Context: an optimization exercise on an open-source flow, tuned for small area, a short achievable clock period and few clock cycles. The choices shown serve that exercise and are no tape-out recipe. Where RTL was checked, it was by simulation tests only, not by an equivalence proof against the original. The RTL of runs 1 to 4 was laid out without a check of its function. Power is estimated from default activity; no workload was simulated.

### flow/config.mk
export PLATFORM = sky130hd
export DESIGN_NAME = hostlink_framer
export DESIGN_NICKNAME = hostlink_framer
export VERILOG_FILES = /design/flow/design.v
export SDC_FILE = /design/flow/constraint.sdc
export NUM_CORES = 4
export LEC_CHECK = 0
export CAP_MARGIN = 20
export CORE_MARGIN = 2
export CORE_UTILIZATION = 40
export SLEW_MARGIN = 20
### flow/constraint.sdc
create_clock -name core_clock -period 10.0 [get_ports {clk}]
set_input_delay 2.0000 -clock core_clock [delete_from_list [all_inputs] [get_ports {clk}]]
set_output_delay 2.0000 -clock core_clock [all_outputs]
set_load 0.01 [all_outputs]
### flow/design.v
module hostlink_framer (
    input  wire       clk,
    input  wire       rst,         
    input  wire       in_valid,
    input  wire [7:0] in_data,
    output wire       in_ready,
    output reg        out_valid,
    output reg  [7:0] out_data,
    output reg        out_first,
    output reg        out_last
);
    reg [7:0] mem0 [0:127];        
    reg [7:0] mem1 [0:127];        
    reg        rdy;
    reg        s0v;                
    reg  [7:0] s0d;
    reg  [9:0] tail;               
    reg  [7:0] R;                  
    assign in_ready = rdy;
    wire       acc = in_valid & rdy;
    wire [7:0] wq  = R ^ s0d;      
    always @(posedge clk) begin
        s0d <= in_data;
        if (s0v) begin
            if (tail[0]) mem1[tail[7:1]] <= wq;
            else         mem0[tail[7:1]] <= wq;
        end
    end
    reg  [6:0] A0, A1;
    reg  [7:0] D0, D1;
    reg  [7:0] r0, r1;
    integer k;
    always @(*) begin
        r0 = 8'd0;
        r1 = 8'd0;
        for (k = 0; k < 128; k = k + 1) begin
            r0 = r0 | (mem0[k] & {8{A0 == k}});
            r1 = r1 | (mem1[k] & {8{A1 == k}});
        end
    end
    always @(posedge clk) begin
        D0 <= r0;
        D1 <= r1;
    end
    reg        pv;                 
    reg  [9:0] pa2;                
    reg  [7:0] pL;                 
    reg  [7:0] pfb;                
    reg  [7:0] pq1;                
    localparam T_NONE = 2'd0, T_FB = 2'd1, T_L = 2'd2, T_MEM = 2'd3;
    reg  [1:0] ist;                
    reg  [9:0] oi;                 
    reg  [7:0] ocnt;               
    reg  [7:0] cfb, cL, cq1;       
    reg  [1:0] mty, ety;           
    reg        mlast, elast;
    reg        mbank, ebank;
    reg  [7:0] oprev;
    wire       omem  = (ist == 2'd2);        
    wire       otake = pv & (ist == 2'd0);
    reg  [9:0] p;                  
    reg  [7:0] B;                  
    reg  [7:0] q0, q1, q2, q3;     
    reg  [2:0] nq;                 
    reg  [1:0] fin;                
    reg  [9:0] nf;                 
    reg  [9:0] er;                 
    reg        ev;
    reg  [9:0] ef;                 
    reg        endf;               
    reg        vwait;              
    reg        mcf, mce, mcb;      
    reg        dcf, dce, dcb;      
    reg        bres, beq;          
    reg  [9:0] oldr;               
    reg  [9:0] dp, de, dx, dn;
    wire [7:0] cdat = dcb ? D1 : D0;
    wire       cres = dce | bres;
    wire       ceq  = dce ? (cdat == B) : beq;
    wire       cok  = cres & ceq;            
    wire       cbad = cres & ~ceq;           
    wire       hfree = ~pv | otake;
    wire       cacc = (cok | vwait) & hfree;  
    wire       efv  = (nq >= 3'd3);
    wire [9:0] er1   = er + 10'd1;
    wire [9:0] er2   = er + 10'd2;
    wire [9:0] edist = de;
    wire [9:0] fdist = dn;
    wire [9:0] xdist = dx;
    wire       ewr   = (edist != 10'd0) & ~edist[9];
    wire       eis   = (edist == 10'd1);     
    wire       vwr   = (edist != 10'd0) & (edist != 10'd1) & ~edist[9];
    wire       vis   = (edist == 10'd2);     
    wire       fwr   = (fdist != 10'd0) & ~fdist[9];
    wire       fis   = (fdist == 10'd1);
    wire       xwr   = (xdist != 10'd0) & ~xdist[9];
    wire       xis   = (xdist == 10'd1);
    wire       ebok  = ~(omem & (oi[0] == er[0]));
    wire       vbok  = ~(omem & (oi[0] != er[0]));
    wire       fbok  = ~(omem & (oi[0] == nf[0]));
    wire       xbok  = ~(omem & (oi[0] == ef[0]));
    wire [2:0] qf    = {1'b0, fin} + nq;
    wire       busy  = cres | vwait;
    wire       bx    = cbad & efv & xis;
    wire       iss_x = cbad & efv & ~xis & xwr & xbok;
    wire       bv    = cacc & vis;
    wire       iss_v = cacc & ~vis & vwr & vbok;
    wire       be    = ev & ~endf & ~busy & eis;
    wire       iss_e = ev & ~endf & ~busy & ~eis & ewr & ebok;
    wire       bf    = ~busy & (fin == 2'd0) & (nq < 3'd4) & fis;
    wire       iss_f = ~busy & ~(ev & ~endf & (eis | (ewr & ebok))) & ~bf
                       & (qf < 3'd4) & fwr & fbok;
    wire       c_iss = iss_x | iss_v | iss_e | iss_f;
    wire [9:0] cidx  = ({10{iss_x}} & ef) | ({10{iss_v}} & er1) |
                       ({10{iss_e}} & er) | ({10{iss_f}} & nf);
    wire       fa   = dcf | bf;
    wire [7:0] fdat = dcf ? cdat : R;
    wire [7:0] n0 = (fa & (nq == 3'd0)) ? fdat : q0;
    wire [7:0] n1 = (fa & (nq == 3'd1)) ? fdat : q1;
    wire [7:0] n2 = (fa & (nq == 3'd2)) ? fdat : q2;
    wire [7:0] n3 = (fa & (nq == 3'd3)) ? fdat : q3;
    wire [2:0] nqa = nq + {2'd0, fa};        
    wire [7:0] s1 = (dcf & (nq == 3'd2)) ? fdat : q2;    
    wire [7:0] s2 = (dcf & (nq == 3'd3)) ? fdat : q3;
    wire [7:0] s3 = fdat;
    wire [2:0] nqs = nq - 3'd1 + {2'd0, dcf};
    wire [9:0] erq_n = p + 10'd2 + {2'd0, q0 ^ fdat};
    wire [9:0] erq_s = p + 10'd3 + {2'd0, q1 ^ s1};
    wire [9:0] ef_n2 = p + 10'd3 + {2'd0, q1 ^ fdat};
    wire [9:0] ef_n3 = p + 10'd3 + {2'd0, q1 ^ q2};
    wire [9:0] ef_n  = (nq == 3'd2) ? ef_n2 : ef_n3;
    wire [9:0] ef_s  = p + 10'd4 + {2'd0, s1 ^ s2};
    wire       set_x  = cbad & efv;                        
    wire       set_s  = cbad & ~efv & dcf & (nq == 3'd2);  
    wire       set_n  = ~busy & ~ev & fa & (nq == 3'd1);   
    wire [9:0] er_n   = ({10{set_x}} & ef) | ({10{set_s}} & erq_s) |
                        ({10{set_n}} & erq_n);
    wire [9:0] ef_nx  = cbad ? ef_s : ef_n;
    wire [9:0] S     = {9'd0, s0v};
    wire [9:0] dpS   = dp + S;
    wire [9:0] deS   = de + S;
    wire [9:0] dxS   = dx + S;
    wire [9:0] dnS   = dn + S;
    wire [9:0] de_s  = dpS - 10'd3 - {2'd0, q1 ^ s1};
    wire [9:0] de_n  = dpS - 10'd2 - {2'd0, q0 ^ fdat};
    wire [9:0] dx_n2 = dpS - 10'd3 - {2'd0, q1 ^ fdat};
    wire [9:0] dx_n3 = dpS - 10'd3 - {2'd0, q1 ^ q2};
    wire [9:0] dx_s  = dpS - 10'd4 - {2'd0, s1 ^ s2};
    wire [9:0] dx_nn = (nq == 3'd2) ? dx_n2 : dx_n3;
    wire       set_k  = ~(set_x | set_s | set_n);
    wire [9:0] de_nx = ({10{set_x}} & dxS) | ({10{set_s}} & de_s) |
                       ({10{set_n}} & de_n) | ({10{set_k}} & deS);
    wire [9:0] dx_nx = cbad ? dx_s : dx_nn;
    wire [9:0] deS1  = deS - 10'd1;
    wire [9:0] deS2  = deS - 10'd2;
    wire [9:0] dpS1  = dpS - 10'd1;
    wire [9:0] dnS1  = dnS - 10'd1;
    wire [9:0] p1    = p + 10'd1;
    wire [9:0] p_n   = ({10{cacc}} & er1) | ({10{cbad}} & p1) |
                       ({10{~cacc & ~cbad}} & p);
    wire [9:0] nf1   = nf + 10'd1;
    wire       nfi   = iss_f | bf;
    wire       vgo   = bv | iss_v;
    wire [9:0] nf_n  = ({10{cacc & vgo}} & er2) | ({10{cacc & ~vgo}} & er1) |
                       ({10{~cacc & nfi}} & nf1) | ({10{~cacc & ~nfi}} & nf);
    wire [9:0] dp_n  = ({10{cacc}} & deS1) | ({10{cbad}} & dpS1) |
                       ({10{~cacc & ~cbad}} & dpS);
    wire [9:0] dn_n  = ({10{cacc & vgo}} & deS2) | ({10{cacc & ~vgo}} & deS1) |
                       ({10{~cacc & nfi}} & dnS1) | ({10{~cacc & ~nfi}} & dnS);
    wire [9:0] c_old = (qf >= 3'd2) ? p + 10'd2 : (qf == 3'd1) ? p1 : p;
    wire [9:0] oldest = (ist != 2'd0) ? oi : pv ? pa2 : c_old;
    wire [9:0] used   = tail + {9'd0, s0v} - oldr;
    always @(posedge clk) begin
        if (omem & ~oi[0])
            A0 <= oi[7:1];
        else if (c_iss & ~cidx[0])
            A0 <= cidx[7:1];
        if (omem & oi[0])
            A1 <= oi[7:1];
        else if (c_iss & cidx[0])
            A1 <= cidx[7:1];
    end
    always @(posedge clk) begin
        if (rst) begin
            rdy       <= 1'b0;
            s0v       <= 1'b0;
            tail      <= 10'd0;
            R         <= 8'd0;
            oldr      <= 10'd0;
            pv        <= 1'b0;
            ist       <= 2'd0;
            mty       <= T_NONE;
            ety       <= T_NONE;
            p         <= 10'd0;
            B         <= 8'd0;
            nq        <= 3'd0;
            fin       <= 2'd0;
            nf        <= 10'd0;
            dp        <= 10'd0;
            dn        <= 10'd0;
            ev        <= 1'b0;
            endf      <= 1'b0;
            vwait     <= 1'b0;
            mcf       <= 1'b0;
            mce       <= 1'b0;
            dcf       <= 1'b0;
            dce       <= 1'b0;
            bres      <= 1'b0;
            out_valid <= 1'b0;
            out_first <= 1'b0;
            out_last  <= 1'b0;
        end else begin
            s0v <= acc;
            if (s0v) begin
                R    <= wq;
                tail <= tail + 10'd1;
            end
            oldr <= oldest;
            rdy  <= acc ? (used < 10'd255) : (used < 10'd256);
            mty   <= T_NONE;
            mlast <= 1'b0;
            mbank <= oi[0];
            if (otake) begin
                mty  <= T_FB;
                cfb  <= pfb;
                cL   <= pL;
                cq1  <= pq1;
                oi   <= pa2;
                ocnt <= pL;
                ist  <= 2'd1;
                pv   <= 1'b0;
            end else if (ist == 2'd1) begin
                mty <= T_L;
                ist <= 2'd2;
            end else if (ist == 2'd2) begin
                mty   <= T_MEM;
                mlast <= (ocnt == 8'd0);
                oi    <= oi + 10'd1;
                ocnt  <= ocnt - 8'd1;
                if (ocnt == 8'd0)
                    ist <= 2'd0;
            end
            ety   <= mty;
            elast <= mlast;
            ebank <= mbank;
            out_valid <= (ety != T_NONE);
            out_first <= (ety == T_FB);
            out_last  <= (ety == T_MEM) & elast;
            case (ety)
                T_FB:  out_data <= cfb;
                T_L:   begin out_data <= cL; oprev <= cq1; end
                T_MEM: begin
                    out_data <= (ebank ? D1 : D0) ^ oprev;
                    oprev    <= ebank ? D1 : D0;
                end
                default: ;
            endcase
            mcf  <= iss_f | iss_v;
            mce  <= iss_e | iss_x;
            mcb  <= cidx[0];
            dcf  <= mcf & ~cacc;
            dce  <= mce;
            dcb  <= mcb;
            bres <= bx | be;
            if (bx)
                beq <= (R == q0);
            else if (be)
                beq <= (R == B);
            p  <= p_n;
            nf <= nf_n;
            ef <= ef_nx;
            if (set_x | set_s | set_n)
                er <= er_n;
            dp <= dp_n;
            de <= de_nx;
            dx <= dx_nx;
            dn <= dn_n;
            if (cacc) begin
                pv    <= 1'b1;
                pa2   <= p + 10'd2;
                pL    <= q0 ^ q1;
                pfb   <= q0 ^ B;
                pq1   <= q1;
                ev    <= 1'b0;
                endf  <= 1'b0;
                vwait <= 1'b0;
                q0    <= R;
                nq    <= {2'd0, bv};
                fin   <= {1'b0, iss_v};
            end else if (cbad) begin
                B    <= q0;
                q0   <= q1;
                q1   <= s1;
                q2   <= s2;
                q3   <= s3;
                nq   <= nqs;
                ev   <= set_x | set_s;
                endf <= bx | iss_x;
                fin  <= fin - {1'b0, dcf};
            end else begin
                if (cok)
                    vwait <= 1'b1;
                q0 <= n0;
                q1 <= n1;
                q2 <= n2;
                q3 <= n3;
                nq <= nqa;
                if (set_n)
                    ev <= 1'b1;
                if (iss_e | be)
                    endf <= 1'b1;
                fin <= fin + {1'b0, iss_f} - {1'b0, dcf};
            end
        end
    end
endmodule
### flow/run.sh
#!/bin/bash
# synth_recipe.tcl (not shown) runs the flow's synth.tcl, then flattens the netlist and writes it again
# the make line also repeats each setting of config.mk as NAME=value (left out here)
make -C /OpenROAD-flow-scripts/flow DESIGN_CONFIG=/design/flow/config.mk WORK_HOME=/design/flow/orfs CLKGATE_MAP_FILE= SYNTH_SCRIPT=/design/flow/synth_recipe.tcl finish
==> metrics.md, run 1 <==
| Metric | Value |
|---|---|
| Clock Latency Late Sink | 0.98 ns |
| Yosys warns | 1 |
| Register bit count reported by yosys | 2356 |
| DP Wirelength | 330700 µm |
| F_max | 189.9 MHz |
| Port buffer count | 22 |
| Starting DRC count in detailed routing | 14406 |
| Max-cap violations | 0 |
| Number of global-route vias before repair | 65287 |
| Compound-gate portion of the synthesized area | 0.1261 |
| Final nets | 7048 |
| Post-Synth Adder-Cell Area | 0.02087 |
| Top-count cell post-synth | edfxtp_1 |
| CP peak stage delay | 0.99 ns |
| Rows | 179 |
| CP Class | reg2reg |
| CP max stage cell | dfxtp_1 |
| Post-Synth Simple-Gate Area | 0.07617 |
| DRC viols | 0 |
| Slew @ Worst Pin | 1.505 ns |
| Pin count of the biggest net entering global routing | 194 |
| SO Viols | slew limit |
| Design area | 111500 µm² |
| Area grow syn2layout | 16.23% |
| Synth area leaders | edfxtp_1 70%, a22oi_1 4.8%, nor2_1 2.8% |
| I/O pin count | 23 |
| Total GRT Usage | 0.3861 |
| Pwr Density | 242.8 nW/µm² |
| RSZ-0062 raised after global routing | no |
| Worst-path clk slew | 0.06 ns |
| Synth Area in XOR/XNOR | 0.02574 |
| CTS root buf | clkbuf_16 |
| Main combinational cell family by area after synthesis | compound AO/OA/AOI/OAI gates |
| Req. time, crit path | 10.62 ns |
| Die area | 243800 µm² |
| Outcome | finished with violations |
| Share of cells above drive strength 1 | 0.1482 |
| Routed Antenna Nets | 0 |
| CTS tree | built |
| CTS buffer count | 278 |
| Hold Buf Count CTS | 0 |
| Ys async rst share | 0 |
| # setup viols final | 0 |
| DR WL/cell | 47.04 µm |
| Final Hold Fails | 0 |
| Core ar. | 238300 µm² |
| Syn avg cell area | 14.73 µm² |
| Tcrit/Tclk final | 0.5266 |
| Top cell type's share of synthesized area | 0.6989 |
| Cells after synthesis | 6513 |
| Synth Net Count | 6678 |
| Top_reg_cell synth | edfxtp_1 |
| Peak supply drop | 142.6 µV |
| Final min period | 5.266 ns |
| Initial antenna violation count | 31 |
| CTS Sinks | 2356 |
| Average via count per standard cell | 6.965 |
| Placement Cell Area | 102700 µm² |
| Routability cong. | 1.109 |
| Post-synth EDFFs | 2233 |
| Delay-heaviest family, CP | compound AO/OA/AOI/OAI gates |
| DRT Pass-1 Iters | 7 |
| CP dominant cell by count | a21oi_1 |
| Die extent in x | 493.8 µm |
| CP bufs+invs | 0 |
| Post-cts resize count | 0 |
| Mux contribution to synthesized area | 0.007968 |
| Clock Skew | 0.09037 ns |
| Crit end category | register |
| Finished Layout Cells | 10250 |
| Fin. max-slew vios | 11 |
| Netlist cell types | 91 |
| Hold slack | 0.3968 ns |
| WP data arrival | 5.88 ns |
| GRT Residual Overflow | 0 |
| H-tree depth | 5 |
| Post-CTS setup buffers | 0 |
| Slew HR | -0.003256 |
| Synth area leader | edfxtp_1 |
| Sequential area share after synthesis | 0.7246 |
| Post-synth top cells | 2233 x edfxtp_1, 721 x nor2_1, 617 x a22oi_1 |
| Syn Std Cell Area | 95940 µm² |
| Leak pwr | 35.53 nW |
| Die height | 493.8 µm |
| Vias after detailed routing | 71392 |
| Crit path cell chain | nand3_1 -> a21oi_1 -> xnor2_1 -> nand2_1 -> o21a_1 -> ha_1 -> ha_1 -> fa_1 -> a21o_1 -> a21oi_1 -> o21bai_1 -> a21oi_1 -> o21ai_0 -> xor2_1 -> nand2_1 -> o21ai_0 |
| Final wirelength | 482200 µm |
| Max Buffers Root-to-Sink | 4 |
| Post-placement cell count | 9760 |
| Final setup TNS | 0 ns |
| Initial Util | 0.4026 |
| Maximum fanout along the worst path | 22 |
| Global-route wire length before repair | 624200 µm |
| Hold WC Path Type | reg2reg |
| Startpoint types | register |
per-stage QoR:
stage	total power [mW]	util	worst slack, ns
final	27.08	0.4680	4.734
after CTS	26.65	0.4670	4.634
after global placement	16.87	0.4301	4.706
after floorplan	14.16	-	1.292
after global routing	27.33	0.4678	4.475
after detailed placement	16.91	0.4309	4.659
final timing paths:
path	from	to	slack [ns]	cells after the start
max	dcf	dx[9]	4.73	16
min	pq1[0]	cq1[0]	0.40	0
max reg2reg	dcf	dx[9]	4.73	16
min reg2reg	pq1[0]	cq1[0]	0.40	0
power by group:
| part | switching, mW | internal [mW] | leakage (nW) |
|---|---|---|---|
| clock network | 4.15 | 5.82 | 4.21 |
| registers | 0.314 | 11.1 | 21.1 |
| logic | 4.25 | 1.42 | 10.2 |
layout make-up:
cell class	count	area [µm²]
antenna	12	30.03
clock buffer	355	7507
clock inverter	113	1106
fill	20917	126800
inverter	132	495.5
multi-input combinational	3700	25620
sequential	2356	69520
tap	3167	3963
timing repair buffer	415	3279
registers in the layout, summed over array words and instances, names as in the netlist, 10 cells and up:
signal  count
oldr       10
er         10
dp         10
de         10
dx         10
tail       10
dn         10
mem0     1024
mem1     1024
p          10
pa2        10
ef         10
oi         10
cell usage in the layout, fill, tap and decap left out, drive strengths merged, types with 114 or more instances in the layout:
cell type  count
edfxtp      2233
a21oi        193
buf          390
clkbuf       359
xnor2        168
nand2        250
inv          139
xor2         114
nor2         722
dfxtp        123
a22oi        617
o21ai        134
nand3        126
ha           144
cell families (layout without fill, tap and decap cells):
family	after synthesis	count (layout)
buffers and inverters	457	1015
adders and majority gates	154	154
muxes	72	72
DFF	2356	2356
xor gates and xnor gates	282	282
AOI/OAI and AO/OA	1641	1641
other	0	12
and+or+nand+nor	1551	1551
per-layer routing:
| metal | GRT usage | share of wire |
|---|---|---|
| met5 | 0.0005871 | 0.00042 |
| met2 | 0.5376 | 0.41 |
| met4 | 0.2099 | 0.068 |
| met1 | 0.5002 | 0.36 |
| met3 | 0.1745 | 0.16 |
==> run 2: changes to the inputs <==
--- a/flow/config.mk
+++ b/flow/config.mk
@@ -9,3 +9,4 @@
 export CORE_MARGIN = 2
 export CORE_UTILIZATION = 40
+export SETUP_SLACK_MARGIN = 5
 export SLEW_MARGIN = 20
==> run 2 against run 1 <==
Now clean on timing, DRC and antenna. Clock power down 2%. Hold slack better by 0.0045 ns. Wire length fell by 3.1%. Via count about the same. Cell area is essentially flat. Global-route usage fell by 1.2 points.
==> metrics.md, run 2 <==
| Metric | Value |
|---|---|
| Post-synth EDFFs | 2233 |
| Design Power | 26.89 mW |
| Post-Synth Simple-Gate Area | 0.07617 |
| Maximum fanout along the worst path | 25 |
| Final setup TNS | 0 ns |
| Clock Power Share | 0.364 |
| Rows | 179 |
| CP Class | reg2reg |
| DRC viols | 0 |
| Hold Crit Depth | 0 |
| DR WL/cell | 45.44 µm |
| Max-cap violations | 0 |
| Post-placement cell count | 9773 |
| Worst-path clk slew | 0.06 ns |
| Post-CTS setup buffers | 0 |
| DP Wirelength | 320500 µm |
| Pwr Density | 241.1 nW/µm² |
| Clock Latency Late Sink | 0.98 ns |
| Synth area leaders | edfxtp_1 70%, a22oi_1 4.8%, nor2_1 2.8% |
| CTS tree | built |
| Syn Std Cell Area | 95940 µm² |
| Synth area leader | edfxtp_1 |
| Pin count of the biggest net entering global routing | 189 |
| RSZ-0062 raised after global routing | yes |
| Startpoint types | register |
| Post-synth top cells | 2233 x edfxtp_1, 721 x nor2_1, 617 x a22oi_1 |
| CP max stage cell | edfxtp_1 |
| Yosys warns | 1 |
| P_int | 18.21 mW |
| Core ar. | 238300 µm² |
| CTS root buf | clkbuf_16 |
| Die area | 243800 µm² |
| GRT Residual Overflow | 0 |
| Slew HR | 0.09967 |
| Crit end category | register |
| Hold WC Path Type | reg2reg |
| Die extent in x | 493.8 µm |
| F_max | 193.7 MHz |
| Synth Area in XOR/XNOR | 0.02574 |
| Clock Skew | 0.06184 ns |
| Die height | 493.8 µm |
| Sequential area share after synthesis | 0.7246 |
| Most frequent cells in the layout | 2233 x edfxtp_1, 617 x a22oi_1, 523 x nor2_1, 389 x buf_4, 284 x clkbuf_16 |
| Area grow syn2layout | 16.22% |
| Peak supply drop | 163.0 µV |
| Slew @ Worst Pin | 1.349 ns |
| # setup viols final | 0 |
| Tcrit/Tclk final | 0.5162 |
| Most common cell after layout, fill and taps aside | edfxtp_1 |
| Final nets | 7050 |
| Initial Util | 0.4026 |
| Main combinational cell family by area after synthesis | compound AO/OA/AOI/OAI gates |
| CTS Sinks | 2356 |
| Cells after synthesis | 6513 |
| Req. time, crit path | 10.75 ns |
| Syn avg cell area | 14.73 µm² |
| CTS buffer count | 274 |
| Hold path endpoint | ebank |
| Sequential share of power | 0.423 |
| I/O pin count | 23 |
| Netlist cell types | 91 |
| Synth Net Count | 6678 |
| CP peak stage delay | 0.90 ns |
| Post-Synth Adder-Cell Area | 0.02087 |
| Top_reg_cell synth | edfxtp_1 |
| R2r endpoint | D0[5] |
| Sw Pwr | 8.677 mW |
| Crit path cell chain | or4b_2 -> nor2_1 -> buf_4 -> a32oi_1 -> o21ai_0 -> or4_1 -> nor3_1 -> nand4_1 -> or3_1 |
| Combinational share of power | 0.214 |
| Port buffer count | 22 |
| Hold slack | 0.4012 ns |
| Initial antenna violation count | 36 |
| Vias after detailed routing | 71339 |
| Top cell type's share of synthesized area | 0.6989 |
| R2r startpoint | A0[0] |
| Finished Layout Cells | 10280 |
| Top-count cell post-synth | edfxtp_1 |
| Leak pwr | 35.48 nW |
| Register bit count reported by yosys | 2356 |
| Share of cells above drive strength 1 | 0.1506 |
| Number of global-route vias before repair | 65095 |
| Routed Antenna Nets | 0 |
| DRT Pass-1 Iters | 10 |
| Final Hold Fails | 0 |
| Global-route wire length before repair | 607600 µm |
| Routability cong. | 1.079 |
| Switch share | 0.3227 |
| H-tree depth | 5 |
| Fin. max-slew vios | 0 |
| Hold Buf Count CTS | 0 |
| Total GRT Usage | 0.3743 |
| Ys async rst share | 0 |
| FF-to-FF setup slack | 4.84 ns |
| Hold path start | mbank |
| Final min period | 5.162 ns |
| WP data arrival | 5.92 ns |
| R2R cell count | 9 |
| Outcome | timing/DRC/antenna clean |
| Average via count per standard cell | 6.940 |
| Compound-gate portion of the synthesized area | 0.1261 |
| Post-cts resize count | 5 |
| Final wirelength | 467200 µm |
| Starting DRC count in detailed routing | 14806 |
| Max Buffers Root-to-Sink | 4 |
| Mux contribution to synthesized area | 0.007968 |
[run 2: cell counts after synthesis]
No cell type changed its count.
[run 2: logic make-up after synthesis]
| logic type | count (synthesis) |
|---|---|
| AND/OR/NAND/NOR | 1551 |
| XOR/XNOR | 282 |
| adder cells (fa/ha/maj) | 154 |
| AO/OA/AOI/OAI | 1641 |
| buffers and inverters | 457 |
| flip-flops | 2356 |
| multiplexers | 72 |
[run 2: final cells by class]
cell class	instances	area, µm²
tap	3167	3963
inverter	132	495.5
clock buffer	349	7381
timing repair buffer	421	3306
clock inverter	116	1051
antenna	39	97.59
sequential	2356	69520
multi-input combinational	3700	25690
fill	20869	126800
[run 2: worst max-delay path by stage]
stage / start / endpoint / slack (ns) / depth (start not counted)
floorplan: rst / pL[0] / 5.60 / 4
global placement: dcb / q2[3] / 4.69 / 7
detailed placement: dcb / q2[5] / 4.70 / 7
CTS: dcf / dx[9] / 5.15 / 19
global route: nq[1] / dx[9] / 4.94 / 22
finish: A0[0] / D0[5] / 4.84 / 9
[run 2: power by group through the flow]
stage	clock, mW	sequential (mW)	combinational, mW
2_1_floorplan	0	11.4	2.64
3_3_place_gp	0	11.6	5.29
3_5_place_dp	0	11.6	5.33
4_1_cts	9.74	11.4	5.35
5_1_grt	10.1	11.4	5.67
6_report	9.78	11.4	5.74
[run 2: metal layers]
metal	vias to the layer above	track usage	wire, µm
li1	26788	-	-
met1	35993	0.4779	166200
met2	7000	0.5210	190900
met3	1532	0.1776	77260
met4	26	0.2073	32640
met5	-	0	157
[run 2: critical path, delay by kind of cell (launching register included)]
family                 cells  cell delay [ns]
flip-flops                 1             0.90
AO/OA/AOI/OAI              2             0.85
AND/OR/NAND/NOR            6             2.94
buffers and inverters      1             0.27
[run 2: through the flow]
stage,worst slack (ns),cell area [µm²],utilization
after global routing,4.941,111400,0.4676
after floorplan,5.596,96090,-
after CTS,5.154,111300,0.4670
after global placement,4.692,102600,0.4306
after detailed placement,4.702,102800,0.4315
final,4.838,111500,0.4679
==> run 3: changes to the inputs <==
--- a/flow/design.v
+++ b/flow/design.v
@@ -12,4 +12,7 @@
     reg [7:0] mem0 [0:127];        
     reg [7:0] mem1 [0:127];        
+    reg        rst_r;
+    always @(posedge clk)
+        rst_r <= rst;
     reg        rdy;
     reg        s0v;                
@@ -182,5 +185,5 @@
     end
     always @(posedge clk) begin
-        if (rst) begin
+        if (rst_r) begin
             rdy       <= 1'b0;
             s0v       <= 1'b0;
@@ -256,4 +259,8 @@
                 default: ;
             endcase
+            if (rst) begin
+                rdy       <= 1'b0;
+                out_valid <= 1'b0;
+            end
             mcf  <= iss_f | iss_v;
             mce  <= iss_e | iss_x;
==> flow/flow/run.sh (new file) <==
#!/bin/bash
# Own flow: the standard layout (standard.sh, the unchanged ORFS flow
# with the standard flow's config.mk and SDC), with timing repair asked to keep a larger
# setup margin, so the resizer works towards a shorter clock period than the
# 10 ns constraint. The constraint, clock period and everything else are
# the standard flow's own. Each tool's full output goes to flow_make.log here; ORFS's
# per-step logs stay under orfs/logs.
set -euo pipefail
MARGIN=$(cat flow/margin.txt)
bash standard.sh SETUP_SLACK_MARGIN="$MARGIN" finish > flow_make.log 2>&1
test -f out/final.def
==> flow/flow/margin.txt (new file) <==
6.4
==> flow/standard.sh (new file) <==
#!/bin/bash
# synth_recipe.tcl (not shown) runs the flow's synth.tcl, then flattens the netlist and writes it again
# the make line also repeats each setting of config.mk as NAME=value (left out here)
make -C /OpenROAD-flow-scripts/flow DESIGN_CONFIG=/design/flow/config.mk WORK_HOME=/design/flow/orfs CLKGATE_MAP_FILE= SYNTH_SCRIPT=/design/flow/synth_recipe.tcl "${@:-finish}"
--- a/flow/config.mk
+++ b/flow/config.mk
@@ -9,4 +9,3 @@
 export CORE_MARGIN = 2
 export CORE_UTILIZATION = 40
-export SETUP_SLACK_MARGIN = 5
-export SLEW_MARGIN = 20
+export SLEW_MARGIN = 30
removed: flow/run.sh
==> run 3 against run 2 <==
Die area grew 0.42%. Non-clock buffer count up 195. Critical path depth is 2 higher. Maximum frequency rose by 35%. Global-route usage is 2.0 points higher. Critical path type unchanged.
==> metrics.md, run 3 <==
| Metric | Value |
|---|---|
| DP Wirelength | 336900 µm |
| Worst-path clk slew | 0.06 ns |
| Vias after detailed routing | 72854 |
| Clock Latency Late Sink | 1.00 ns |
| Yosys warns | 1 |
| Routability cong. | 1.138 |
| Starting DRC count in detailed routing | 14712 |
| Cells after synthesis | 6620 |
| H-tree depth | 5 |
| Maximum fanout along the worst path | 22 |
| Post-placement cell count | 9903 |
| Post-synth EDFFs | 2233 |
| Ys async rst share | 0 |
| RSZ-0062 raised after global routing | yes |
| # setup viols final | 0 |
| Top_reg_cell synth | edfxtp_1 |
| GRT Residual Overflow | 0 |
| Die area | 244800 µm² |
| Initial antenna violation count | 51 |
| Core ar. | 240100 µm² |
| Share of cells above drive strength 1 | 0.2160 |
| Number of global-route vias before repair | 66088 |
| Slew @ Worst Pin | 1.200 ns |
| CP Class | reg2reg |
| R2r endpoint | D1[2] |
| Top-count cell post-synth | edfxtp_1 |
| Sw Pwr | 9.344 mW |
| Hold path start | pfb[0] |
| Most frequent cells in the layout | 2233 x edfxtp_1, 642 x a22oi_1, 505 x nor2_1, 484 x buf_4, 295 x nand2_1 |
| Final Hold Fails | 0 |
| Port buffer count | 22 |
| Syn avg cell area | 14.55 µm² |
| Post-layout util | 0.4861 |
| Startpoint types | register |
| Most common cell after layout, fill and taps aside | edfxtp_1 |
| Peak supply drop | 154.8 µV |
| Final setup TNS | 0 ns |
| Finished Layout Cells | 10593 |
| CTS tree | built |
| CTS buffer count | 274 |
| F_max | 260.7 MHz |
| Final min period | 3.837 ns |
| Slew HR | 0.2000 |
| Max-cap violations | 0 |
| Sequential share of power | 0.402 |
| WP data arrival | 4.56 ns |
| DRT Pass-1 Iters | 12 |
| Fin. max-slew vios | 0 |
| Synth Net Count | 6785 |
| Final wirelength | 497200 µm |
| R2R cell count | 11 |
| Max Buffers Root-to-Sink | 4 |
| Hold path endpoint | cfb[0] |
| Initial Util | 0.4013 |
| CTS Sinks | 2357 |
| R2r startpoint | A1[5] |
| Hold WC Path Type | reg2reg |
| Combinational share of power | 0.252 |
| Pwr Density | 243.5 nW/µm² |
| Design area | 116700 µm² |
| FF-to-FF setup slack | 6.16 ns |
| Register bit count reported by yosys | 2357 |
| Rows | 180 |
| Netlist cell types | 94 |
| Final nets | 7349 |
| Req. time, crit path | 10.72 ns |
| Leak pwr | 37.51 nW |
| P_int | 19.07 mW |
| Hold Crit Depth | 0 |
| DRC viols | 0 |
| Die height | 494.8 µm |
| Outcome | timing/DRC/antenna clean |
| Average via count per standard cell | 6.878 |
| Synth area leaders | edfxtp_1 70%, a22oi_1 5.3%, nor2_1 2.9% |
| Crit end category | register |
| Clock Power Share | 0.346 |
| Hold slack | 0.4062 ns |
| Synth area leader | edfxtp_1 |
| Top cell type's share of synthesized area | 0.6959 |
| Global-route wire length before repair | 635300 µm |
| Pin count of the biggest net entering global routing | 178 |
| Die extent in x | 494.8 µm |
| Tcrit/Tclk final | 0.3837 |
| Clock Skew | 0.07659 ns |
| Total GRT Usage | 0.3939 |
| DR WL/cell | 46.94 µm |
| CTS root buf | clkbuf_16 |
| Sequential area share after synthesis | 0.7217 |
| I/O pin count | 23 |
| Placement Cell Area | 103700 µm² |
| Switch share | 0.3288 |
| Syn Std Cell Area | 96350 µm² |
| Routed Antenna Nets | 0 |
| Post-synth top cells | 2233 x edfxtp_1, 746 x nor2_1, 675 x a22oi_1 |
| Area grow syn2layout | 21.13% |
run 3: changes by cell type after synthesis, moves of 16 or more:
| cell | previous run | this run |
|---|---|---|
| a22o_1 | 108 | 80 |
| a21oi_1 | 192 | 226 |
| a32oi_1 | 93 | 119 |
| or4_1 | 16 | 32 |
| buf_2 | 45 | 88 |
| a222oi_1 | 77 | 61 |
| nand3_1 | 126 | 107 |
| o22ai_1 | 113 | 131 |
| nand2_1 | 248 | 307 |
| clkbuf_1 | 246 | 200 |
| nor2_1 | 721 | 746 |
| a22oi_1 | 617 | 675 |
| a221oi_1 | 79 | 52 |
run 3: worst max-delay path, cell delays in order (launching register included):
cell	delay (ns)
edfxtp_1	0.47
buf_12	0.23
buf_8	0.22
or3b_2	0.16
clkbuf_8	0.35
nor2_1	0.08
buf_4	0.23
a22oi_2	0.34
o211ai_1	0.20
or4_4	0.58
nor4_4	0.41
nand4_1	0.34
run 3: logic make-up after synthesis:
group	share of synthesized area
XOR/XNOR	0.02563
adder cells (fa/ha/maj)	0.02078
AND/OR/NAND/NOR	0.07839
flip-flops	0.7217
buffers and inverters	0.01924
AO/OA/AOI/OAI	0.1264
multiplexers	0.007882
run 3: cell type report:
type                    count  area, µm²
well taps                3185       3985
inverters                 126      473.0
flip-flops and latches   2357      69560
clock buffers             349       7305
fillers                 20773     123400
diodes                     28      70.07
clock inverters           123       1182
multi-input cells        3809      28370
repair buffers            616       5761
run 3: per-stage QoR:
step | power [mW] | setup slack [ns]
detailed placement | 17.26 | 4.470
global placement | 17.23 | 4.312
floorplan | 14.31 | 6.403
finish | 28.42 | 6.163
global route | 28.71 | 6.127
CTS | 27.49 | 6.156
run 3: power groups by stage:
| stage | combinational, mW | sequential [mW] | clock, mW |
|---|---|---|---|
| after floorplan | 2.81 | 11.5 | 0 |
| after global placement | 5.63 | 11.6 | 0 |
| after detailed placement | 5.66 | 11.6 | 0 |
| after CTS | 6.29 | 11.4 | 9.79 |
| after global routing | 7.10 | 11.4 | 10.2 |
| final | 7.17 | 11.4 | 9.82 |
run 3: how the worst max path moves through the flow:
stage,from,to,cells past startpoint,slack (ns)
CTS,dcb,A0[3],13,6.16
floorplan,R[1],mem0[0][1],2,6.40
finish,A1[5],D1[2],11,6.16
global route,dcb,dx[7],19,6.13
detailed placement,dcb,A0[5],10,4.47
global placement,dcb,A0[1],10,4.31
run 3: routing by layer:
metal,global-route usage,vias up,share of wire
met4,0.2526,31,0.082
met1,0.5054,36767,0.36
li1,-,27538,-
met5,0.002740,-,0.00073
met3,0.1551,1638,0.15
met2,0.5529,6880,0.41
run 3: repair_timing:
| item | 4_1_cts | 5_1_grt |
|---|---|---|
| pin swaps | 75 | 105 |
| buffers inserted | 81 | 89 |
| hold buffers | 0 | 0 |
| gates resized for setup | 358 | 187 |
| hold endpoints to repair | 0 | 0 |
| cloned | 7 | 9 |
| setup endpoints to repair | 370 | 208 |
==> run 4: changes to the inputs <==
--- a/flow/design.v
+++ b/flow/design.v
@@ -77,5 +77,4 @@
     reg        bres, beq;          
     reg  [9:0] oldr;               
-    reg  [9:0] dp, de, dx, dn;
     wire [7:0] cdat = dcb ? D1 : D0;
     wire       cres = dce | bres;
@@ -88,7 +87,7 @@
     wire [9:0] er1   = er + 10'd1;
     wire [9:0] er2   = er + 10'd2;
-    wire [9:0] edist = de;
-    wire [9:0] fdist = dn;
-    wire [9:0] xdist = dx;
+    wire [9:0] edist = tail - er;
+    wire [9:0] fdist = tail - nf;
+    wire [9:0] xdist = tail - ef;
     wire       ewr   = (edist != 10'd0) & ~edist[9];
     wire       eis   = (edist == 10'd1);     
@@ -140,23 +139,4 @@
                         ({10{set_n}} & erq_n);
     wire [9:0] ef_nx  = cbad ? ef_s : ef_n;
-    wire [9:0] S     = {9'd0, s0v};
-    wire [9:0] dpS   = dp + S;
-    wire [9:0] deS   = de + S;
-    wire [9:0] dxS   = dx + S;
-    wire [9:0] dnS   = dn + S;
-    wire [9:0] de_s  = dpS - 10'd3 - {2'd0, q1 ^ s1};
-    wire [9:0] de_n  = dpS - 10'd2 - {2'd0, q0 ^ fdat};
-    wire [9:0] dx_n2 = dpS - 10'd3 - {2'd0, q1 ^ fdat};
-    wire [9:0] dx_n3 = dpS - 10'd3 - {2'd0, q1 ^ q2};
-    wire [9:0] dx_s  = dpS - 10'd4 - {2'd0, s1 ^ s2};
-    wire [9:0] dx_nn = (nq == 3'd2) ? dx_n2 : dx_n3;
-    wire       set_k  = ~(set_x | set_s | set_n);
-    wire [9:0] de_nx = ({10{set_x}} & dxS) | ({10{set_s}} & de_s) |
-                       ({10{set_n}} & de_n) | ({10{set_k}} & deS);
-    wire [9:0] dx_nx = cbad ? dx_s : dx_nn;
-    wire [9:0] deS1  = deS - 10'd1;
-    wire [9:0] deS2  = deS - 10'd2;
-    wire [9:0] dpS1  = dpS - 10'd1;
-    wire [9:0] dnS1  = dnS - 10'd1;
     wire [9:0] p1    = p + 10'd1;
     wire [9:0] p_n   = ({10{cacc}} & er1) | ({10{cbad}} & p1) |
@@ -167,8 +147,4 @@
     wire [9:0] nf_n  = ({10{cacc & vgo}} & er2) | ({10{cacc & ~vgo}} & er1) |
                        ({10{~cacc & nfi}} & nf1) | ({10{~cacc & ~nfi}} & nf);
-    wire [9:0] dp_n  = ({10{cacc}} & deS1) | ({10{cbad}} & dpS1) |
-                       ({10{~cacc & ~cbad}} & dpS);
-    wire [9:0] dn_n  = ({10{cacc & vgo}} & deS2) | ({10{cacc & ~vgo}} & deS1) |
-                       ({10{~cacc & nfi}} & dnS1) | ({10{~cacc & ~nfi}} & dnS);
     wire [9:0] c_old = (qf >= 3'd2) ? p + 10'd2 : (qf == 3'd1) ? p1 : p;
     wire [9:0] oldest = (ist != 2'd0) ? oi : pv ? pa2 : c_old;
@@ -200,6 +176,4 @@
             fin       <= 2'd0;
             nf        <= 10'd0;
-            dp        <= 10'd0;
-            dn        <= 10'd0;
             ev        <= 1'b0;
             endf      <= 1'b0;
@@ -279,8 +253,4 @@
             if (set_x | set_s | set_n)
                 er <= er_n;
-            dp <= dp_n;
-            de <= de_nx;
-            dx <= dx_nx;
-            dn <= dn_n;
             if (cacc) begin
                 pv    <= 1'b1;
==> run 4 against run 3 <==
Via count is 9.4% lower. Global-route usage fell by 0.83 points. Register-to-register slack worse by 0.15 ns.
==> metrics.md, run 4 <==
| Metric | Value |
|---|---|
| GRT Residual Overflow | 0 |
| Tcrit/Tclk final | 0.3988 |
| Dpl ws | 5.101 ns |
| M2 GR Usage | 0.5572 |
| Post-synth EDFFs | 2213 |
| Synth Area in XOR/XNOR | 0.01824 |
| Initial antenna violation count | 26 |
| Clock Skew | 0.06710 ns |
| Routability cong. | 1.107 |
| DP Wirelength | 311600 µm |
| Worst-path clk slew | 0.06 ns |
| Yosys warns | 1 |
| Cells after synthesis | 5802 |
| Number of global-route vias before repair | 60910 |
| WP data arrival | 4.72 ns |
| Req. time, crit path | 10.73 ns |
| # setup viols final | 0 |
| Final min period | 3.988 ns |
| P_int | 16.87 mW |
| Slew HR | 0.1670 |
| Most frequent cells in the layout | 2213 x edfxtp_1, 539 x buf_4, 418 x nor2_1, 391 x a22o_1, 358 x a221oi_1 |
| Global-route wire length before repair | 587100 µm |
| Port buffer count | 22 |
| RSZ-0062 raised after global routing | yes |
| Syn avg cell area | 15.73 µm² |
| Synth area leader | edfxtp_1 |
| Final wirelength | 453500 µm |
| Pin count of the biggest net entering global routing | 181 |
| Rows | 175 |
| Final setup margin | 6.012 ns |
| Post-Synth Simple-Gate Area | 0.06944 |
| DRT Pass-1 Iters | 9 |
| F_max | 250.7 MHz |
| Main combinational cell family by area after synthesis | compound AO/OA/AOI/OAI gates |
| Syn Std Cell Area | 91240 µm² |
| Leak pwr | 35.60 nW |
| Final setup TNS | 0 ns |
| Total GRT Usage | 0.3856 |
| Combinational share of power | 0.145 |
| Starting DRC count in detailed routing | 12620 |
| Share of cells above drive strength 1 | 0.2259 |
| Routed Antenna Nets | 0 |
| Hold WC Path Type | reg2reg |
| Die height | 481.6 µm |
| Grt peak-use layer | met2 |
| Switch share | 0.2780 |
| Compound-gate portion of the synthesized area | 0.1260 |
| Crit end category | register |
| Top cell type's share of synthesized area | 0.7283 |
| Die extent in x | 481.6 µm |
| GR Layer Usage met3 | 0.1388 |
| Mux contribution to synthesized area | 0.007432 |
| CTS buffer count | 234 |
| Clock Latency Late Sink | 0.91 ns |
| Area grow syn2layout | 20.69% |
| Top-count cell post-synth | edfxtp_1 |
| Vias after detailed routing | 66029 |
| Core ar. | 227100 µm² |
| DR WL/cell | 46.58 µm |
| Average via count per standard cell | 6.781 |
| Initial Util | 0.4018 |
| CTS root buf | clkbuf_16 |
| Synth Net Count | 5930 |
| Top_reg_cell synth | edfxtp_1 |
| H-tree depth | 4 |
| Ys async rst share | 0 |
| CTS Sinks | 2319 |
| Maximum fanout along the worst path | 3 |
| Most common cell after layout, fill and taps aside | edfxtp_1 |
| Startpoint types | register |
| Sequential share of power | 0.476 |
| Global Route met1 Usage | 0.4739 |
| Netlist cell types | 78 |
| Register bit count reported by yosys | 2319 |
| Fin. max-slew vios | 0 |
| Layout filler cell count | 19303 |
| Synth area leaders | edfxtp_1 73%, a221oi_1 3.8%, a22o_1 3.8% |
| Clock Power Share | 0.379 |
| CP Class | reg2reg |
| Peak supply drop | 161.9 µV |
| Max-cap violations | 0 |
| Sequential area share after synthesis | 0.7516 |
| I/O pin count | 23 |
| Sw Pwr | 6.495 mW |
| Pwr Density | 212.2 nW/µm² |
| Final nets | 6642 |
| Final Hold Fails | 0 |
| DRC viols | 0 |
| Die area | 231900 µm² |
| Slew @ Worst Pin | 1.249 ns |
| Outcome | timing/DRC/antenna clean |
| CTS tree | built |
| Max Buffers Root-to-Sink | 3 |
| Post-Synth Adder-Cell Area | 0.01678 |
| Post-synth top cells | 2213 x edfxtp_1, 690 x nor2_1, 399 x a221oi_1 |
run 4: changes by cell type after synthesis, moves of 63 or more:
cell and delta:
a22o_1 +311, a221oi_1 +347, a21oi_1 -84, buf_2 -85, a22oi_1 -421, o22ai_1 -119
a32oi_1 -117, clkbuf_1 -63, nand2_1 -122
run 4: worst paths after layout:
path | depth (start not counted) | slack (ns) | endpoint | start
max | 20 | 6.01 | fin[1] | er[0]
min | 1 | 0.42 | dce | mce
max reg2reg | 20 | 6.01 | fin[1] | er[0]
min reg2reg | 1 | 0.42 | dce | mce
run 4: through the flow:
stage	hold slack (ns)	utilization	instances	area, µm²	total power, mW
CTS	0.4129	0.4800	9675	109000	22.99
finish	0.4150	0.4850	9737	110100	23.37
global placement	0.4021	0.4364	9144	99100	14.00
global route	0.4216	0.4848	9724	110100	23.72
floorplan	0.4003	-	5802	91550	12.53
detailed placement	0.4062	0.4387	9156	99610	14.02
run 4: cell families (layout without fill, tap and decap cells):
kind of cell,count (synthesis),in the layout
AOI/OAI and AO/OA,1476,1476
xor gates and xnor gates,190,190
adders and majority gates,117,117
buffers and inverters,252,1161
DFF,2319,2319
muxes,66,66
other,0,16
and+or+nand+nor,1382,1383
run 4: metal layers:
layer	up-vias	wire [µm]
li1	25125	-
met1	33673	157300
met2	5710	191700
met3	1501	61730
met4	20	42640
met5	-	161
run 4: critical path, stage by stage (launching register included):
cell and delay (ns):
edfxtp_1 0.47, ha_4 0.20, inv_2 0.05, fa_2 0.21
buf_4 0.13, nand2_1 0.07, or4b_1 0.48, nand3_1 0.12
o211ai_2 0.14, nor4_4 0.38, mux2i_2 0.28, and3_4 0.26
inv_4 0.05, ha_4 0.25, inv_2 0.04, ha_4 0.15
xnor2_2 0.17, nor2_1 0.08, a21oi_2 0.14, xnor2_1 0.13
nor2_1 0.05
run 4: power groups by stage:
stage / registers [mW] / clock network [mW] / logic (mW)
after CTS: 11.1 / 8.81 / 3.07
final: 11.1 / 8.86 / 3.38
after global placement: 11.3 / 0 / 2.70
after floorplan: 11.2 / 0 / 1.36
after global routing: 11.1 / 9.18 / 3.40
after detailed placement: 11.3 / 0 / 2.72
run 4: area by class of cell:
class,instances,area (µm²),area share
inverters,100,390.4,0.003545
well taps,3009,3765,0.03419
clock inverters,133,1325,0.01203
repair buffers,627,5157,0.04684
diodes,16,40.04,0.0003636
flip-flops and latches,2319,68630,0.6232
clock buffers,301,6218,0.05647
multi-input cells,3232,24600,0.2234
run 4: what timing repair did:
item,CTS,global route
pin swaps,68,79
endpoints found under the hold margin,0,0
cloned,5,0
hold buffers,0,0
resized for setup,247,148
endpoints found under the setup margin,351,151
buffers inserted,80,35
==> run 5: changes to the inputs <==
--- a/flow/design.v
+++ b/flow/design.v
@@ -20,4 +20,5 @@
     reg  [9:0] tail;               
     reg  [7:0] R;                  
+    reg  [9:0] tl1, tl2;           
     assign in_ready = rdy;
     wire       acc = in_valid & rdy;
@@ -91,11 +92,11 @@
     wire [9:0] xdist = tail - ef;
     wire       ewr   = (edist != 10'd0) & ~edist[9];
-    wire       eis   = (edist == 10'd1);     
+    wire       eis   = (er == tl1);          
     wire       vwr   = (edist != 10'd0) & (edist != 10'd1) & ~edist[9];
-    wire       vis   = (edist == 10'd2);     
+    wire       vis   = (er == tl2);          
     wire       fwr   = (fdist != 10'd0) & ~fdist[9];
-    wire       fis   = (fdist == 10'd1);
+    wire       fis   = (nf == tl1);
     wire       xwr   = (xdist != 10'd0) & ~xdist[9];
-    wire       xis   = (xdist == 10'd1);
+    wire       xis   = (ef == tl1);
     wire       ebok  = ~(omem & (oi[0] == er[0]));
     wire       vbok  = ~(omem & (oi[0] != er[0]));
@@ -111,9 +112,8 @@
     wire       iss_e = ev & ~endf & ~busy & ~eis & ewr & ebok;
     wire       bf    = ~busy & (fin == 2'd0) & (nq < 3'd4) & fis;
-    wire       iss_f = ~busy & ~(ev & ~endf & (eis | (ewr & ebok))) & ~bf
-                       & (qf < 3'd4) & fwr & fbok;
+    wire       pend_e = ev & ~endf & ~eis;
+    wire       iss_f = ~busy & ~pend_e & ~bf & (qf < 3'd4) & fwr & fbok;
     wire       c_iss = iss_x | iss_v | iss_e | iss_f;
-    wire [9:0] cidx  = ({10{iss_x}} & ef) | ({10{iss_v}} & er1) |
-                       ({10{iss_e}} & er) | ({10{iss_f}} & nf);
+    wire [9:0] cidx  = busy ? (cbad ? ef : er1) : (pend_e ? er : nf);
     wire       fa   = dcf | bf;
     wire [7:0] fdat = dcf ? cdat : R;
@@ -122,5 +122,9 @@
     wire [7:0] n2 = (fa & (nq == 3'd2)) ? fdat : q2;
     wire [7:0] n3 = (fa & (nq == 3'd3)) ? fdat : q3;
-    wire [2:0] nqa = nq + {2'd0, fa};        
+    wire [2:0] nq1 = nq + 3'd1;
+    wire [2:0] nqa = fa ? nq1 : nq;          
+    wire [1:0] finp = fin + 2'd1;
+    wire [1:0] finm = fin - 2'd1;
+    wire [1:0] fin_n = (iss_f & ~dcf) ? finp : (~iss_f & dcf) ? finm : fin;
     wire [7:0] s1 = (dcf & (nq == 3'd2)) ? fdat : q2;    
     wire [7:0] s2 = (dcf & (nq == 3'd3)) ? fdat : q3;
@@ -128,9 +132,11 @@
     wire [2:0] nqs = nq - 3'd1 + {2'd0, dcf};
     wire [9:0] erq_n = p + 10'd2 + {2'd0, q0 ^ fdat};
-    wire [9:0] erq_s = p + 10'd3 + {2'd0, q1 ^ s1};
+    wire [9:0] erq_s = p + 10'd3 + {2'd0, q1 ^ fdat};    
     wire [9:0] ef_n2 = p + 10'd3 + {2'd0, q1 ^ fdat};
     wire [9:0] ef_n3 = p + 10'd3 + {2'd0, q1 ^ q2};
     wire [9:0] ef_n  = (nq == 3'd2) ? ef_n2 : ef_n3;
-    wire [9:0] ef_s  = p + 10'd4 + {2'd0, s1 ^ s2};
+    wire [9:0] ef_s3 = p + 10'd4 + {2'd0, q2 ^ fdat};
+    wire [9:0] ef_s4 = p + 10'd4 + {2'd0, q2 ^ q3};
+    wire [9:0] ef_s  = (nq == 3'd3) ? ef_s3 : ef_s4;
     wire       set_x  = cbad & efv;                        
     wire       set_s  = cbad & ~efv & dcf & (nq == 3'd2);  
@@ -151,12 +157,6 @@
     wire [9:0] used   = tail + {9'd0, s0v} - oldr;
     always @(posedge clk) begin
-        if (omem & ~oi[0])
-            A0 <= oi[7:1];
-        else if (c_iss & ~cidx[0])
-            A0 <= cidx[7:1];
-        if (omem & oi[0])
-            A1 <= oi[7:1];
-        else if (c_iss & cidx[0])
-            A1 <= cidx[7:1];
+        A0 <= (omem & ~oi[0]) ? oi[7:1] : cidx[7:1];
+        A1 <= (omem &  oi[0]) ? oi[7:1] : cidx[7:1];
     end
     always @(posedge clk) begin
@@ -165,4 +165,6 @@
             s0v       <= 1'b0;
             tail      <= 10'd0;
+            tl1       <= 10'h3ff;
+            tl2       <= 10'h3fe;
             R         <= 8'd0;
             oldr      <= 10'd0;
@@ -192,4 +194,6 @@
                 R    <= wq;
                 tail <= tail + 10'd1;
+                tl1  <= tl1 + 10'd1;
+                tl2  <= tl2 + 10'd1;
             end
             oldr <= oldest;
@@ -274,5 +278,5 @@
                 ev   <= set_x | set_s;
                 endf <= bx | iss_x;
-                fin  <= fin - {1'b0, dcf};
+                fin  <= dcf ? finm : fin;
             end else begin
                 if (cok)
@@ -287,5 +291,5 @@
                 if (iss_e | be)
                     endf <= 1'b1;
-                fin <= fin + {1'b0, iss_f} - {1'b0, dcf};
+                fin <= fin_n;
             end
         end
==> flow/flow/margin.txt (replaced) <==
6.6
==> run 5 against run 4 <==
Total power down 2.0%. Critical endpoint is now D0[7]. Sequential power about the same. First-iteration DRC count up 9.6%.
==> metrics.md, run 5 <==
| Metric | Value |
|---|---|
| Cells after synthesis | 6088 |
| Number of global-route vias before repair | 63767 |
| Vias after detailed routing | 69694 |
| P_int | 17.24 mW |
| Tcrit/Tclk final | 0.3586 |
| Post-synth top cells | 2199 x edfxtp_1, 724 x nor2_1, 515 x a22oi_1 |
| Hold WC Path Type | reg2reg |
| Switch share | 0.2471 |
| Netlist cell types | 74 |
| Dpl ws | 5.585 ns |
| GRT Residual Overflow | 0 |
| Post-synth EDFFs | 2199 |
| Synth Net Count | 6214 |
| Top_reg_cell synth | edfxtp_1 |
| DR WL/cell | 48.82 µm |
| CTS root buf | clkbuf_16 |
| Finished Layout Cells | 9997 |
| CP Class | reg2reg |
| Final Hold Fails | 0 |
| Combinational share of power | 0.083 |
| Ys async rst share | 0 |
| Pin count of the biggest net entering global routing | 185 |
| R2r startpoint | A0[2] |
| Clock Skew | 0.06973 ns |
| Area grow syn2layout | 21.22% |
| Final setup margin | 6.414 ns |
| Worst-path clk slew | 0.06 ns |
| Startpoint types | register |
| Routability cong. | 1.130 |
| Post-placement cell count | 9396 |
| Routed Antenna Nets | 0 |
| Fin. max-slew vios | 0 |
| FF-to-FF setup slack | 6.41 ns |
| Syn Std Cell Area | 92630 µm² |
| CTS tree | built |
| I/O pin count | 23 |
| Leak pwr | 35.96 nW |
| Synth area leader | edfxtp_1 |
| Crit end category | register |
| Maximum fanout along the worst path | 14 |
| Req. time, crit path | 10.79 ns |
| Hold path endpoint | ebank |
| Global-route wire length before repair | 628700 µm |
| Hold Crit Depth | 0 |
| Design area | 112300 µm² |
| Port buffer count | 22 |
| Rows | 176 |
| Starting DRC count in detailed routing | 13836 |
| Clock Power Share | 0.430 |
| Total GRT Usage | 0.4072 |
| CTS buffer count | 274 |
| Max Buffers Root-to-Sink | 4 |
| Final setup TNS | 0 ns |
| Slew @ Worst Pin | 1.159 ns |
| Pwr Density | 204.0 nW/µm² |
| Die extent in x | 485.2 µm |
| R2r endpoint | D0[7] |
| Final min period | 3.586 ns |
| Slew HR | 0.2274 |
| Average via count per standard cell | 6.971 |
| # setup viols final | 0 |
| Sequential area share after synthesis | 0.7432 |
| Core ar. | 230100 µm² |
| Sequential share of power | 0.487 |
| Share of cells above drive strength 1 | 0.2213 |
| CTS Sinks | 2339 |
| H-tree depth | 5 |
| Top-count cell post-synth | edfxtp_1 |
| Initial antenna violation count | 43 |
| Clock Latency Late Sink | 0.97 ns |
| Placement Cell Area | 100800 µm² |
| Final wirelength | 488000 µm |
| Register bit count reported by yosys | 2339 |
| Most frequent cells in the layout | 2199 x edfxtp_1, 508 x a22oi_1, 504 x buf_4, 435 x nor2_1, 282 x clkbuf_16 |
| DRT Pass-1 Iters | 9 |
| Synth area leaders | edfxtp_1 71%, a22oi_1 4.2%, dfxtp_1 3.0% |
| R2R cell count | 9 |
| Peak supply drop | 155.4 µV |
| Top cell type's share of synthesized area | 0.7129 |
| Syn avg cell area | 15.21 µm² |
| Die height | 485.2 µm |
| Final nets | 6887 |
| Sw Pwr | 5.660 mW |
| Die area | 235400 µm² |
| Initial Util | 0.4025 |
| Hold path start | mbank |
| Most common cell after layout, fill and taps aside | edfxtp_1 |
| DRC viols | 0 |
| RSZ-0062 raised after global routing | yes |
| DP Wirelength | 335900 µm |
| F_max | 278.8 MHz |
| Yosys warns | 1 |
| Outcome | timing/DRC/antenna clean |
| Post-layout util | 0.4879 |
| WP data arrival | 4.37 ns |
| Max-cap violations | 0 |
-- run 5: cell types whose count changed after synthesis, moves of 32 or more --
cell,before,now
a22oi_1,254,515
a221oi_1,399,223
a22o_1,391,238
nand2_1,185,237
a222oi_1,3,46
a21oi_1,142,184
xor2_1,81,122
dfxtp_1,106,140
nor2_1,690,724
o22ai_1,12,46
clkbuf_1,137,169
-- run 5: how the worst max path moves through the flow --
stage	from	end	slack, ns	cells after the start
after floorplan	R[3]	mem0[0][3]	6.49	2
after global placement	A0[2]	D0[5]	5.59	8
after detailed placement	A0[2]	D0[5]	5.59	8
after CTS	A0[0]	D0[5]	6.35	8
after global routing	dcb	ef[8]	6.41	17
final	A0[2]	D0[7]	6.41	9
-- run 5: kinds of logic (layout without fill, tap and decap cells) --
group           Yosys count  after routing  synth area share
compound gates         1511           1511            0.1228
fa+ha+maj               115            115           0.01626
xor+xnor                256            256           0.02421
mux                      63             63          0.006970
flops                  2339           2339            0.7432
simple gates           1514           1514           0.07466
buf+inv                 290           1146           0.01190
other cells               0             27                 0
-- run 5: what timing repair did --
action / in CTS / in global routing
hold buffers: 0 / 0
setup buffers: 53 / 51
resized for setup: 265 / 172
endpoints found under the setup margin: 594 / 667
gates cloned: 1 / 1
pin swaps: 36 / 76
-- run 5: worst max-delay path, cell delays in order, from the launching register on --
cell and delay [ns]:
dfxtp_4 0.41, nor2b_1 0.23, nand2_1 0.10, buf_4 0.27, nor2_2 0.24, a22oi_2 0.40
nand4_1 0.59, nor4_4 0.53, nand3_2 0.20, or4_1 0.46
-- run 5: stage by stage --
stage / power [mW] / hold WS [ns]
after floorplan: 12.09 / 0.4003
after global placement: 12.93 / 0.4011
after detailed placement: 12.96 / 0.4045
after CTS: 22.69 / 0.3611
after global routing: 23.28 / 0.4105
final: 22.90 / 0.3757
-- run 5: final cells by class --
cell class | instances | area [µm²]
multi-input combinational | 3459 | 25590
inverter | 92 | 352.8
timing repair buffer | 595 | 5010
clock inverter | 111 | 1190
fill | 19578 | 117800
tap | 3026 | 3786
sequential | 2339 | 68930
antenna | 27 | 67.56
clock buffer | 348 | 7353
-- run 5: power by group through the flow --
stage / clock, mW / combinational (mW) / sequential [mW]
floorplan: 0 / 0.916 / 11.2
global placement: 0 / 1.62 / 11.3
detailed placement: 0 / 1.64 / 11.3
CTS: 9.83 / 1.74 / 11.1
global route: 10.2 / 1.95 / 11.1
finish: 9.86 / 1.90 / 11.1
-- run 5: metal layers --
| metal | wire length [µm] | vias to the layer above | GRT usage |
|---|---|---|---|
| met5 | 231 | - | 0 |
| met4 | 51510 | 28 | 0.3368 |
| met3 | 65630 | 1987 | 0.1441 |
| met2 | 202800 | 6712 | 0.5808 |
| met1 | 167800 | 35059 | 0.4953 |
| li1 | - | 25908 | - |
Testbench counts of run 5, summed over its fixed seeds: cycles 174,672.
==> run 6: changes to the inputs <==
--- a/flow/config.mk
+++ b/flow/config.mk
@@ -9,3 +9,5 @@
 export CORE_MARGIN = 2
 export CORE_UTILIZATION = 40
+export CTS_CLUSTER_DIAMETER = 100
+export CTS_CLUSTER_SIZE = 25
 export SLEW_MARGIN = 30
==> run 6 against run 5 <==
Still clean. Maximum frequency down 3.8%. Critical path depth unchanged. Die area unchanged. Total power down 19%. Sequential cell count unchanged. Critical path type unchanged. Critical endpoint is now D0[5].
==> metrics.md, run 6 <==
| Metric | Value |
|---|---|
| Sequential area share after synthesis | 0.7432 |
| Max-cap violations | 0 |
| P_int | 13.67 mW |
| CP Class | reg2reg |
| Post-synth top cells | 2199 x edfxtp_1, 724 x nor2_1, 515 x a22oi_1 |
| Hold Crit Depth | 0 |
| CTS buffer count | 110 |
| Most frequent cells in the layout | 2199 x edfxtp_1, 509 x buf_4, 506 x a22oi_1, 439 x nor2_1, 235 x a22o_1 |
| Sw Pwr | 4.872 mW |
| Initial antenna violation count | 42 |
| Syn Std Cell Area | 92630 µm² |
| Outcome | timing/DRC/antenna clean |
| Peak supply drop | 192.6 µV |
| Clock Skew | 0.06543 ns |
| Syn avg cell area | 15.21 µm² |
| Fin. max-slew vios | 0 |
| Hold WC Path Type | reg2reg |
| H-tree depth | 3 |
| Critical path startpoint | A0[1] |
| Die area | 235400 µm² |
| Switch share | 0.2628 |
| Top_reg_cell synth | edfxtp_1 |
| Synth area leaders | edfxtp_1 71%, a22oi_1 4.2%, dfxtp_1 3.0% |
| Die extent in x | 485.2 µm |
| CP peak stage delay | 0.75 ns |
| CP Depth | 9 |
| DP Wirelength | 335900 µm |
| Final wirelength | 483700 µm |
| Cells after synthesis | 6088 |
| DRT Pass-1 Iters | 6 |
| Pin count of the biggest net entering global routing | 185 |
| Routability cong. | 1.130 |
| Ys async rst share | 0 |
| Register bit count reported by yosys | 2339 |
| Synth Net Count | 6214 |
| Starting DRC count in detailed routing | 13181 |
| Initial Util | 0.4025 |
| Hold path start | pq1[0] |
| Combinational share of power | 0.103 |
| Slew HR | 0.2365 |
| Placement Cell Area | 100800 µm² |
| Tcrit/Tclk final | 0.3729 |
| Routed Antenna Nets | 0 |
| Hold Buf Count CTS | 0 |
| Die height | 485.2 µm |
| Maximum fanout along the worst path | 14 |
| FF-to-FF setup slack | 6.27 ns |
| Final Hold Fails | 0 |
| WP data arrival | 4.37 ns |
| Clock Power Share | 0.296 |
| Crit path cell chain | nor2_1 -> nand2_4 -> nor2_1 -> buf_4 -> a22oi_1 -> nand4_1 -> or4_4 -> nor4_4 -> nand3_1 |
| Delay-heaviest family, CP | simple AND/OR/NAND/NOR gates |
| Startpoint types | register |
| Vias after detailed routing | 67983 |
| DR WL/cell | 49.63 µm |
| Most common cell after layout, fill and taps aside | edfxtp_1 |
| Req. time, crit path | 10.64 ns |
| Layout filler cell count | 20050 |
| Slew @ Worst Pin | 1.145 ns |
| Pwr Density | 173.1 nW/µm² |
| Max Buffers Root-to-Sink | 3 |
| Yosys warns | 1 |
| Top-count cell post-synth | edfxtp_1 |
| Finished Layout Cells | 9746 |
| CP max stage cell | or4_4 |
| Design area | 107100 µm² |
| Clock Latency Late Sink | 0.86 ns |
| Hold path endpoint | cq1[0] |
| Share of cells above drive strength 1 | 0.1968 |
| Area grow syn2layout | 15.64% |
| I/O pin count | 23 |
| Final min period | 3.729 ns |
| R2r startpoint | A0[1] |
| Top cell type's share of synthesized area | 0.7129 |
| Average via count per standard cell | 6.975 |
| Post-placement cell count | 9396 |
| CP dominant cell by count | nor2_1 |
| Netlist cell types | 74 |
| Final setup TNS | 0 ns |
| Post-synth EDFFs | 2199 |
| Rows | 176 |
| Sequential share of power | 0.600 |
| CTS Sinks | 2339 |
| Core ar. | 230100 µm² |
| Global-route wire length before repair | 620400 µm |
| F_max | 268.2 MHz |
| Total GRT Usage | 0.4022 |
| CTS tree | built |
| Final nets | 6735 |
| CTS root buf | clkbuf_16 |
| DRC viols | 0 |
| Worst-path clk slew | 0.11 ns |
| GRT Residual Overflow | 0 |
| Leak pwr | 33.49 nW |
| # setup viols final | 0 |
| R2r endpoint | D0[5] |
| Number of global-route vias before repair | 61950 |
| RSZ-0062 raised after global routing | yes |
| Crit end category | register |
| Port buffer count | 22 |
| R2R cell count | 9 |
| CP bufs+invs | 1 |
| Synth area leader | edfxtp_1 |
-- run 6: cell counts after synthesis --
Identical to the previous run, type by type.
-- run 6: cell families after synthesis --
group,Yosys count,share of synthesized area
DFF,2339,0.7432
buffers and inverters,290,0.01190
muxes,63,0.006970
and+or+nand+nor,1514,0.07466
AOI/OAI and AO/OA,1511,0.1228
xor gates and xnor gates,256,0.02421
adders and majority gates,115,0.01626
-- run 6: how the worst max path moves through the flow --
| stage | end | slack [ns] |
|---|---|---|
| finish | D0[5] | 6.27 |
| global route | D0[7] | 6.35 |
| CTS | mem0[19][7] | 6.37 |
| detailed placement | D0[5] | 5.59 |
| global placement | D0[5] | 5.59 |
| floorplan | mem0[0][3] | 6.49 |
-- run 6: repair_timing --
action,CTS,global route
pin swaps,32,71
resized for setup,252,184
gates cloned,1,1
buffers inserted,59,57
endpoints found under the setup margin,592,677
-- run 6: final cells by class --
class / count / area, µm² / area share
Clock inverter: 23 / 255.2 / 0.002383
Antenna cell: 24 / 60.06 / 0.0005607
Sequential cell: 2339 / 68940 / 0.6436
Inverter: 92 / 352.8 / 0.003294
Multi-Input combinational cell: 3459 / 25530 / 0.2383
Timing Repair Buffer: 607 / 5110 / 0.04770
Clock buffer: 176 / 3084 / 0.02879
Tap cell: 3026 / 3786 / 0.03535
-- run 6: power groups by stage --
stage | clock, mW | combinational, mW | sequential, mW
floorplan | 0 | 0.916 | 11.2
global placement | 0 | 1.62 | 11.3
detailed placement | 0 | 1.64 | 11.3
CTS | 5.45 | 1.74 | 11.1
global route | 5.75 | 1.97 | 11.1
finish | 5.49 | 1.92 | 11.1
-- run 6: routing by layer --
layer  routed length, µm  track usage
met1              165300       0.4876
met2              202800       0.5790
met3               66320       0.1445
met4               49190       0.3211
met5                 117    0.0002041
-- run 6: stage by stage --
step           total power, mW    util  setup slack, ns  hold slack, ns
2_1_floorplan            12.09       -            6.493          0.4003
3_3_place_gp             12.93  0.4350            5.594          0.4011
3_5_place_dp             12.96  0.4380            5.585          0.4045
4_1_cts                  18.30  0.4586            6.370          0.4255
5_1_grt                  18.84  0.4652            6.346          0.4359
6_report                 18.54  0.4655            6.271          0.4250
-- run 6: worst register-to-register path, delay by kind of cell, from the launching register on --
| kind | cells | cell delay [ns] |
|---|---|---|
| buffers and inverters | 1 | 0.22 |
| flip-flops | 1 | 0.47 |
| AO/OA/AOI/OAI | 1 | 0.22 |
| AND/OR/NAND/NOR | 7 | 2.62 |

[separate check: timing with driven ports]
The results above use ideal ports. As a check the final layouts listed here were re-extracted and re-timed, cells and wires unchanged. Step 1: set_driving_cell puts a clkbuf_16 on clk and a buf_2 on each other input, an assumption about the parent block. Step 2 adds t to the input delays and takes it off the output delays; t is the mean of the earliest and latest rising clock arrival at the registers after step 1. Input paths then give back, and output paths get back, about the clock's delay inside the block. Slacks: no drivers / after step 1 / after step 2; pairs: no drivers / after step 1.
| run | t (ns) | setup WS [ns] | worst hold slack (ns) | slew at the worst register clock pin (ns) |
|---|---|---|---|---|
| run 1 | 1.028 | 4.734 / 4.734 / 4.734 | 0.397 / 0.397 / 0.397 | 0.07 / 0.07 |
| run 2 | 1.050 | 4.838 / 4.838 / 4.838 | 0.401 / 0.401 / 0.401 | 0.07 / 0.07 |
| run 3 | 1.028 | 6.163 / 6.163 / 6.163 | 0.406 / 0.406 / 0.406 | 0.07 / 0.07 |
| run 4 | 0.964 | 6.012 / 6.012 / 6.012 | 0.415 / 0.415 / 0.415 | 0.07 / 0.07 |
| run 5 | 1.024 | 6.414 / 6.414 / 6.414 | 0.376 / 0.376 / 0.376 | 0.07 / 0.07 |
| run 6 | 0.924 | 6.271 / 6.271 / 6.271 | 0.425 / 0.425 / 0.425 | 0.11 / 0.11 |
